This design comes from an exercise in tuning for small area, a short achievable clock period and few clock cycles per item on the open sky130 flow, not from production work.
RTL that was checked went through simulation tests only; none was proved equivalent to the original.
Power is estimated from default activity; no workload was simulated.

## alpha
Design k2000_payload_codec, start of the top module:
module k2000_payload_codec (
    input  wire        clk,
    input  wire        rst,
    input  wire        cmd_valid,
    output wire        cmd_ready,
    input  wire        cmd_dir,       
    input  wire [3:0]  cmd_n,         
    input  wire [20:0] cmd_size,      
    input  wire        in_valid,
    output wire        in_ready,
    input  wire [7:0]  in_data,
    input  wire        in_last,
    output wire        out_valid,
    input  wire        out_ready,
    output wire [7:0]  out_data,
    output wire        out_last,
    output wire        done,
    output wire [2:0]  status,
    output wire [23:0] info_a,
    output wire [23:0] info_b
);
    localparam ST_OK       = 3'd0;
    localparam ST_BADWIDTH = 3'd1;
    localparam ST_CKSUM    = 3'd2;
    localparam ST_LENGTH   = 3'd3;
    localparam ST_MALFORM  = 3'd4;
    localparam ST_PADBITS  = 3'd5;
    reg         idle;        
    reg         run;         
    reg         drain;       
  ...
For scale: about 1,600 cells after synthesis, ~160 flip-flops, about 100 I/O pins, roughly 0.013 mm² of cells after synthesis.
export LEC_CHECK = 0
export CAP_MARGIN = 20
export CORE_MARGIN = 2
export CORE_UTILIZATION = 40
export SETUP_SLACK_MARGIN = 5
export SLEW_MARGIN = 20
create_clock -name core_clock -period 10.0 [get_ports {clk}]
standard.sh (not shown) runs the stock make flow with config.mk's settings and CLKGATE_MAP_FILE= SYNTH_SCRIPT=/design/flow/synth_recipe.tcl, a recipe that flattens the netlist after the stock synthesis.
==> flow/flow/run.sh <==
#!/bin/bash
# Standard ORFS layout with a tighter timing-repair target and single-drive
# port buffers. The clock period and SDC are the standard flow's own (constraint.sdc).
set -euo pipefail
bash standard.sh \
  "SETUP_SLACK_MARGIN=6.6" \
  "BUFFER_PORTS_ARGS=-buffer_cell sky130_fd_sc_hd__buf_2" \
  finish > standard.log 2>&1
Testbench counts of alpha, summed over its fixed seeds: cycles 55,644, items 27,958.
Modified inputs, epsilon compared to alpha
Settings: putting CTS_BUF_LIST at sky130_fd_sc_hd__clkbuf_4 sky130_fd_sc_hd__clkbuf_8 where nothing was set; putting CTS_CLUSTER_SIZE at 20 where nothing was set.
==> flow/flow/run.sh <==
#!/bin/bash
# Standard ORFS layout (the standard.sh, its synthesis unchanged) with a
# tighter timing-repair target and buf_1 port buffers. The clock period and
# SDC are the standard flow's own (constraint.sdc).
set -euo pipefail
bash standard.sh \
  "SETUP_SLACK_MARGIN=6.3" \
  "BUFFER_PORTS_ARGS=-buffer_cell sky130_fd_sc_hd__buf_1" \
  finish > standard.log 2>&1
Notes after the runs:
epsilon ended with every stage complete and zero timing, DRC or antenna violations. Going from alpha to epsilon, multi-input logic portion of the cell area shows an increase of 1.3 points, count of non-CTS buffers in the layout went down. Taking epsilon over alpha, the area taken by multi-input logic gates ratio works out to 0.928. Summary — total number of vias, epsilon relative to alpha: lower, by 171. Diff alpha..epsilon | die area | unchanged. epsilon vs alpha: clock period minus worst slack down.

## P
k2000_payload_codec, a different RTL version from the one above (not shown whole).
Size in the first run: ~1600 cells after synthesis, ~100 I/O pins, about 0.013 mm2 of cells after synthesis.
==> flow/config.mk <==
export PLATFORM = sky130hd
export DESIGN_NAME = k2000_payload_codec
export DESIGN_NICKNAME = k2000_payload_codec
export VERILOG_FILES = /design/flow/design.v
export SDC_FILE = /design/flow/constraint.sdc
export NUM_CORES = 4
export LEC_CHECK = 0
export CAP_MARGIN = 20
export CORE_MARGIN = 2
export CORE_UTILIZATION = 40
export CTS_BUF_LIST = sky130_fd_sc_hd__clkbuf_4 sky130_fd_sc_hd__clkbuf_8
export CTS_CLUSTER_SIZE = 20
export PLACE_DENSITY = 0.8
export SETUP_SLACK_MARGIN = 5
export SLEW_MARGIN = 20
==> flow/constraint.sdc <==
create_clock -name core_clock -period 10.0 [get_ports {clk}]
set_input_delay 2.0000 -clock core_clock [delete_from_list [all_inputs] [get_ports {clk}]]
set_output_delay 2.0000 -clock core_clock [all_outputs]
set_load 0.01 [all_outputs]
==> flow/flow/run.sh <==
#!/bin/bash
# Standard ORFS layout (the standard.sh, its synthesis unchanged) with a
# tighter timing-repair target and buf_1 port buffers. The clock period and
# SDC are the standard flow's own (constraint.sdc).
set -euo pipefail
bash standard.sh \
  "SETUP_SLACK_MARGIN=6.3" \
  "BUFFER_PORTS_ARGS=-buffer_cell sky130_fd_sc_hd__buf_1" \
  finish > standard.log 2>&1
P finished end to end and its layout was clean on timing, DRC and antenna.
Testbench counts of P, summed over its fixed seeds: cycles 55,644, items 27,958.
Inputs modified between P and Q:
# P
export LEC_CHECK = 0
export CAP_MARGIN = 20
export CORE_MARGIN = 2
export CORE_UTILIZATION = 40
export CTS_BUF_LIST = sky130_fd_sc_hd__clkbuf_4 sky130_fd_sc_hd__clkbuf_8
export CTS_CLUSTER_SIZE = 20
export PLACE_DENSITY = 0.8
export SETUP_SLACK_MARGIN = 5
export SLEW_MARGIN = 20
create_clock -name core_clock -period 10.0 [get_ports {clk}]
# Q
export LEC_CHECK = 0
export CAP_MARGIN = 20
export CORE_MARGIN = 2
export CORE_UTILIZATION = 40
export CTS_BUF_LIST = sky130_fd_sc_hd__clkbuf_4 sky130_fd_sc_hd__clkbuf_8
export CTS_CLUSTER_SIZE = 20
export SETUP_SLACK_MARGIN = 5
export SLEW_MARGIN = 20
create_clock -name core_clock -period 10.0 [get_ports {clk}]
==> comparison <==
Every run (P and Q) finished clean.
The global-route wire length before repair reported for Q is greater than that of P by about 3%.
Changes observed in Q relative to P: number of clock buffer instances in the layout went up by 2, sequential power lower, highest fanout seen on the critical path climbed 11.
| share of post-route cells with drive strength above 1 | Q vs P | 0.17 points lower |
Taking P as the reference, in Q total power density per cell area ~0 delta, time the final worst path needs with I/O delays and setup -0.023 ns, critical path depth +3, number of antenna violations at the first check in global routing ~0 delta, met2 usage in global routing +1.3 points.
> inputs changed (Q -> R)
diff --git a/flow/flow/run.sh b/flow/flow/run.sh
--- a/flow/flow/run.sh
+++ b/flow/flow/run.sh
@@ -7 +7 @@
-  "SETUP_SLACK_MARGIN=6.3" \
+  "SETUP_SLACK_MARGIN=6.4" \
Results
Against Q, total length of routed wires in R rose by a few percent.
R | status: complete | timing, DRC, antenna: pass
Both conditions hold for Q: the flow ran to the end and the final layout passed the timing, DRC and antenna checks.
R -> Q: xor and xnor area share after synthesis delta 0, exact match
Looking at cell area after layout across R and Q, the one that comes out lower is Q.
Fraction of the yosys area taken by sequential cells delta (R -> Q): insignificant
Count of multi-input gates of Q is on par with R.
Q vs R, capturing instance or port of the critical path: pad[0]$_DFF_P_ vs acc[3]$_DFF_P_

rev 12:
Another version of the RTL of k2000_payload_codec (not shown whole).
For scale: ~1,600 cells after synthesis, roughly 160 flip-flops.
Settings: LEC_CHECK=0, CAP_MARGIN=20, CORE_MARGIN=2, CORE_UTILIZATION=40, SLEW_MARGIN=20; clock period 10.0 ns.
run.sh (not shown) runs the stock make flow with config.mk's settings and CLKGATE_MAP_FILE= SYNTH_SCRIPT=/design/flow/synth_recipe.tcl, a recipe that flattens the netlist after the stock synthesis.
Stock flow here: none of the scripts above is used.
Rev 12: no failed stages, no open violations at the end
Modified inputs, rev 13 compared to rev 12
diff --git a/flow/config.mk b/flow/config.mk
--- a/flow/config.mk
+++ b/flow/config.mk
@@ -6,6 +6,8 @@
 export NUM_CORES = 4
 export LEC_CHECK = 0
+export ABC_CLOCK_PERIOD_IN_PS = 3000
 export CAP_MARGIN = 20
 export CORE_MARGIN = 2
 export CORE_UTILIZATION = 40
+export SETUP_SLACK_MARGIN = 5
 export SLEW_MARGIN = 20
Results
Rev 13 ran to completion and came out clean on the timing, DRC and antenna checks. Final-stage net count (rev 13 vs. rev 12) increases by a few percent. Compare rev 12 and rev 13 | final total power lower: rev 12. Relative to rev 12, number of global-route vias before repair increased by about 3% in rev 13. Rev 13 vs rev 12 on final worst slack: rev 13 is the higher one. Summary: with rev 12 as the reference, path depth of the worst reg2reg path in rev 13 moved up by a few percent. The final period demand of the worst path reported for rev 13 is smaller than that of rev 12 by 1.00 ns.
No run of this note included a check of the RTL's function; only the layout flow was run.

The RTL this note starts from:
==> flow/design.v <==
module k2000_payload_codec (
    input  wire        clk,
    input  wire        rst,
    input  wire        cmd_valid,
    output wire        cmd_ready,
    input  wire        cmd_dir,       
    input  wire [3:0]  cmd_n,         
    input  wire [20:0] cmd_size,      
    input  wire        in_valid,
    output wire        in_ready,
    input  wire [7:0]  in_data,
    input  wire        in_last,
    output wire        out_valid,
    input  wire        out_ready,
    output wire [7:0]  out_data,
    output wire        out_last,
    output wire        done,
    output wire [2:0]  status,
    output wire [23:0] info_a,
    output wire [23:0] info_b
);
    localparam ST_OK       = 3'd0;
    localparam ST_BADWIDTH = 3'd1;
    localparam ST_CKSUM    = 3'd2;
    localparam ST_LENGTH   = 3'd3;
    localparam ST_MALFORM  = 3'd4;
    localparam ST_PADBITS  = 3'd5;
    reg         idle;        
    reg         run;         
    reg         drain;       
    reg         dv;          
    reg         pre;         
    reg         done_r;
    reg         in_rdy;
    reg         dir;
    reg         bad;
    reg  [2:0]  n;
    reg  [20:0] size;
    reg         padv;        
    reg  [2:0]  pad;         
    reg  [20:0] rcnt;        
    reg  [23:0] kcnt;        
    reg  [23:0] xreg;        
    reg  [7:0]  ebyte;       
    reg  [6:0]  sum;
    reg  [14:0] acc;         
    reg  [3:0]  cnt;         
    reg         first;       
    reg         over;        
    reg         mal;         
    reg         fresh;       
    reg         cks_sent;    
    reg  [2:0]  st;
    reg  [7:0]  od;
    reg         ov;
    reg         olast;
    assign cmd_ready = idle;
    assign in_ready  = in_rdy;
    assign out_valid = ov;
    assign out_data  = od;
    assign out_last  = olast;
    assign done      = done_r;
    assign status    = st;
    assign info_a    = xreg;
    assign info_b    = kcnt;
    function [2:0] m7add(input [2:0] a, input [2:0] b);
        reg [3:0] s;
        begin
            s = {1'b0, a} + {1'b0, b};
            m7add = s[2:0] + {2'd0, s[3]};
        end
    endfunction
    wire [20:0] nsz  = ~size;
    wire [2:0]  r7   = m7add(m7add(m7add(nsz[2:0],   nsz[5:3]),   m7add(nsz[8:6],   nsz[11:9])),
                             m7add(m7add(nsz[14:12], nsz[17:15]), nsz[20:18]));    
    wire [2:0]  pad7 = (r7 == 3'd7) ? 3'd0 : r7;
    wire [7:0]  nmask  = (8'd1 << n) - 8'd1;
    wire        adv    = !ov || out_ready;
    wire        take   = in_rdy && in_valid;
    wire        r_zero = (rcnt == 21'd0);
    wire        r_one  = (rcnt == 21'd1);
    wire        dec    = run && !dir;
    wire        enc    = run && dir;
    wire        act    = (run || drain) && !bad && padv;    
    wire        dat    = (!(r_zero || r_one) || (r_one && !cnt[3]));
    wire        d_pk   = dec && take && !in_last;           
    wire        d_end  = dec && take && in_last;            
    wire        tk     = act && take && (dir || (!in_last && dat));
    wire [7:0]  x8     = dir ? in_data : (in_data << (4'd8 - {1'b0, n}));
    wire [22:0] win    = {acc, x8};
    wire [3:0]  sh     = dir ? (cnt + 4'd8 - {1'b0, n}) : cnt;
    wire [22:0] y      = win >> sh;
    wire [3:0]  a_cnt  = dir ? 4'd8 : first ? ({1'b0, n} - {1'b0, pad}) : {1'b0, n};
    wire [3:0]  b      = dir ? {1'b0, n} : 4'd8;
    wire [3:0]  cnt_t  = cnt + a_cnt;
    wire        ge_t   = dir || cnt_t[3];
    wire        ge_0   = (cnt >= b);
    wire        emit   = act && adv && (tk ? ge_t : ge_0) && !(dir && cks_sent);
    wire [3:0]  cnt_n  = (tk ? cnt_t : cnt) - (emit ? b : 4'd0);
    wire [14:0] acc_t  = dir ? {acc[6:0], in_data} : ((acc << n) | {7'd0, in_data & nmask});
    wire [6:0]  addend = dir ? (fresh ? od[6:0] : 7'd0) : in_data[6:0];
    wire [6:0]  addsum = sum + addend;
    wire        e_cks  = enc && act && adv && r_zero && (cnt == 4'd0) && !cks_sent;
    wire        e_end  = enc && ov && olast && out_ready;
    wire        e_bend = enc && bad && r_zero;
    wire        d_malb  = (in_data & ~nmask) != 8'd0;
    wire [7:0]  padmask = nmask & ~((8'd1 << (n - pad)) - 8'd1);
    wire        pad_bad = (ebyte & padmask) != 8'd0;
    wire        cks_ok  = (in_data == {1'b0, sum});
    wire        len_ok  = !over && (r_zero || (r_one && cnt[3]));
    wire [2:0]  d_code  = bad      ? ST_BADWIDTH :
                          !cks_ok  ? ST_CKSUM    :
                          !len_ok  ? ST_LENGTH   :
                          mal      ? ST_MALFORM  :
                          pad_bad  ? ST_PADBITS  : ST_OK;
    wire        r_dec  = dir ? (enc && take) : emit;
    wire        r_nz_n = r_dec ? !(r_zero || r_one) : !r_zero;
    wire        dv_sz  = (rcnt[4:0] > 5'd3);
    wire [2:0]  nm1    = n - 3'd1;
    wire        dv_bit = dv_sz ? size[20] : nm1[rcnt[1:0] - 2'd1];
    wire [3:0]  dv_rt  = {pad, dv_bit};
    wire        dv_ge  = (dv_rt >= {1'b0, n});
    wire [2:0]  dv_rem = dv_ge ? (dv_rt[2:0] - n) : dv_rt[2:0];
    wire [2:0]  dv_pad = nm1 - dv_rem;
    wire        cn_bad = (cmd_n == 4'd0) || cmd_n[3];
    wire        cn_div = (cmd_n == 4'd3) || (cmd_n == 4'd5) || (cmd_n == 4'd6);
    wire        cn_7   = (cmd_n == 4'd7);
    always @(posedge clk) begin
        if (rst) begin
            idle   <= 1'b1;
            run    <= 1'b0;
            drain  <= 1'b0;
            dv     <= 1'b0;
            pre    <= 1'b0;
            done_r <= 1'b0;
            in_rdy <= 1'b0;
            ov     <= 1'b0;
        end else begin
            done_r <= 1'b0;
            if (idle) begin
                if (cmd_valid) begin
                    idle     <= 1'b0;
                    run      <= !cn_div;
                    dv       <= cn_div;
                    pre      <= cn_div;
                    dir      <= cmd_dir;
                    n        <= cmd_n[2:0];
                    bad      <= cn_bad;
                    size     <= cmd_size;
                    rcnt     <= cn_div ? 21'd24 : cmd_size;
                    padv     <= !(cn_div || cn_7);
                    pad      <= 3'd0;
                    kcnt     <= 24'd0;
                    xreg     <= 24'd0;
                    ebyte    <= 8'd0;
                    sum      <= 7'd0;
                    acc      <= 15'd0;
                    cnt      <= 4'd0;
                    first    <= 1'b1;
                    over     <= 1'b0;
                    mal      <= 1'b0;
                    fresh    <= 1'b0;
                    cks_sent <= 1'b0;
                    st       <= ST_OK;
                    in_rdy   <= !(cn_div || cn_7) && (!cmd_dir || (cmd_size != 21'd0));
                end
            end
            if (run && !padv) begin
                padv <= 1'b1;
                pad  <= pad7;
                if (dir)
                    cnt <= {1'b0, pad7};
            end
            if (act) begin
                cnt <= cnt_n;
                if (tk)
                    acc <= acc_t;
                if (emit) begin
                    od    <= dir ? (y[7:0] & nmask) : y[7:0];
                    olast <= !dir && r_one;
                end
            end
            if (dir ? (enc && fresh) : d_pk)
                sum <= addsum;
            if (enc)
                fresh <= emit;
            if (e_cks) begin
                od       <= {1'b0, addsum};
                olast    <= 1'b1;
                cks_sent <= 1'b1;
            end
            if (d_pk && !bad) begin
                if (kcnt != 24'hFFFFFF)
                    kcnt <= kcnt + 24'd1;
                first <= 1'b0;
                if (first || (!mal && d_malb))
                    ebyte <= in_data;
                if (!mal && d_malb) begin
                    mal  <= 1'b1;
                    xreg <= kcnt;
                end
                if (!dat)
                    over <= 1'b1;
            end
            if (r_dec)
                rcnt <= rcnt - 21'd1;
            if (emit || e_cks)
                ov <= 1'b1;
            else if (out_ready)
                ov <= 1'b0;
            if (run) begin
                if (dir)
                    in_rdy <= r_nz_n && (!padv || bad || (cnt_n < {1'b0, n}));
                else
                    in_rdy <= !(take && in_last) && (!act || cnt_n <= 4'd8);
            end
            if (d_end) begin
                run <= 1'b0;
                st  <= d_code;
                if (!bad) begin
                    if (!cks_ok)
                        xreg <= {16'd0, in_data};
                    kcnt <= !cks_ok ? {17'd0, sum} :
                            !len_ok ? kcnt :
                            mal     ? {16'd0, ebyte} : 24'd0;
                end
                if (d_code == ST_OK) begin
                    if (r_zero && adv)
                        done_r <= 1'b1;
                    else
                        drain <= 1'b1;
                end else begin
                    ov <= 1'b0;
                    if (d_code == ST_LENGTH) begin
                        dv   <= 1'b1;
                        rcnt <= 21'd24;
                        pad  <= 3'd0;
                    end else begin
                        done_r <= 1'b1;
                    end
                end
            end
            if (drain && r_zero && adv) begin
                drain  <= 1'b0;
                done_r <= 1'b1;
            end
            if (e_end) begin
                run    <= 1'b0;
                done_r <= 1'b1;
            end
            if (e_bend) begin
                run    <= 1'b0;
                done_r <= 1'b1;
                st     <= ST_BADWIDTH;
            end
            if (dv) begin
                pad  <= dv_rem;
                if (!pre)
                    xreg <= {xreg[22:0], dv_ge};
                if (dv_sz)
                    size <= {size[19:0], size[20]};
                rcnt <= rcnt - 21'd1;
                if (r_one) begin
                    dv  <= 1'b0;
                    pre <= 1'b0;
                    if (pre) begin
                        run  <= 1'b1;
                        padv <= 1'b1;
                        pad  <= dv_pad;
                        rcnt <= size;
                        if (dir)
                            cnt <= {1'b0, dv_pad};
                    end else begin
                        done_r <= 1'b1;
                    end
                end
            end
            if (done_r)
                idle <= 1'b1;
        end
    end
endmodule
clock: 10.0 ns
lec_check: 0
abc_clock_period_in_ps: 3000
cap_margin: 20
core_margin: 2
core_utilization: 60
setup_slack_margin: 5
slew_margin: 20
Change:
--- a/flow/config.mk
+++ b/flow/config.mk
@@ -6,8 +6,7 @@
 export NUM_CORES = 4
 export LEC_CHECK = 0
-export ABC_CLOCK_PERIOD_IN_PS = 3000
 export CAP_MARGIN = 20
 export CORE_MARGIN = 2
-export CORE_UTILIZATION = 60
+export CORE_UTILIZATION = 40
 export SETUP_SLACK_MARGIN = 5
 export SLEW_MARGIN = 20
Outcome:
- synthesized area is unchanged
- worst setup slack improved by 0.13 ns
- wire length increases by 5.8%
- maximum frequency rose by 2.6%
- combinational power went down by about 5%
- die area is higher by 49%
- sequential cell count stays the same
- total power went down by 3.0%
- final cell count goes up by 8.1%
No run of this note included a check of the RTL's function; only the layout flow was run.

## afterwards: timing with drivers on the ports
The results above use ideal ports. As a check the final layouts listed here were re-extracted and re-timed, cells and wires unchanged.
Step 1 sets driving cells, clkbuf_16 on the clock port and buf_2 on the other inputs (assumed; they add their load-dependent delay and slew).
Step 2 also shifts input and output timing later by t, the mid clock arrival at the registers, as if the neighbouring blocks saw the same clock.
a / b / c = ideal ports / drivers / drivers and shift; a / b = the first two.
run	shift t [ns]	slack for setup (ns)	hold slack, ns
alpha	0.502	6.224 / 6.235 / 5.733	0.464 / 0.464 / 0.464
epsilon	0.546	6.321 / 6.341 / 5.796	0.470 / 0.470 / 0.470
P	0.543	6.353 / 6.341 / 5.798	0.468 / 0.468 / 0.468
Q	0.514	6.376 / 6.393 / 5.880	0.463 / 0.463 / 0.463
R	0.532	6.330 / 6.334 / 5.802	0.466 / 0.466 / 0.466
rev 12	0.505	4.081 / 4.081 / 3.918	0.525 / 0.525 / 0.525
rev 13	0.504	5.082 / 5.082 / 4.760	0.523 / 0.523 / 0.523
the first run of note 4	0.484	4.954 / 4.954 / 4.633	0.523 / 0.523 / 0.523
the second run of note 4	0.504	5.082 / 5.082 / 4.760	0.523 / 0.523 / 0.523
After both steps setup and hold are still met in every run listed. The setup slack of P, which loses most, moves by -0.012 ns with the drivers and by -0.555 ns with both steps.
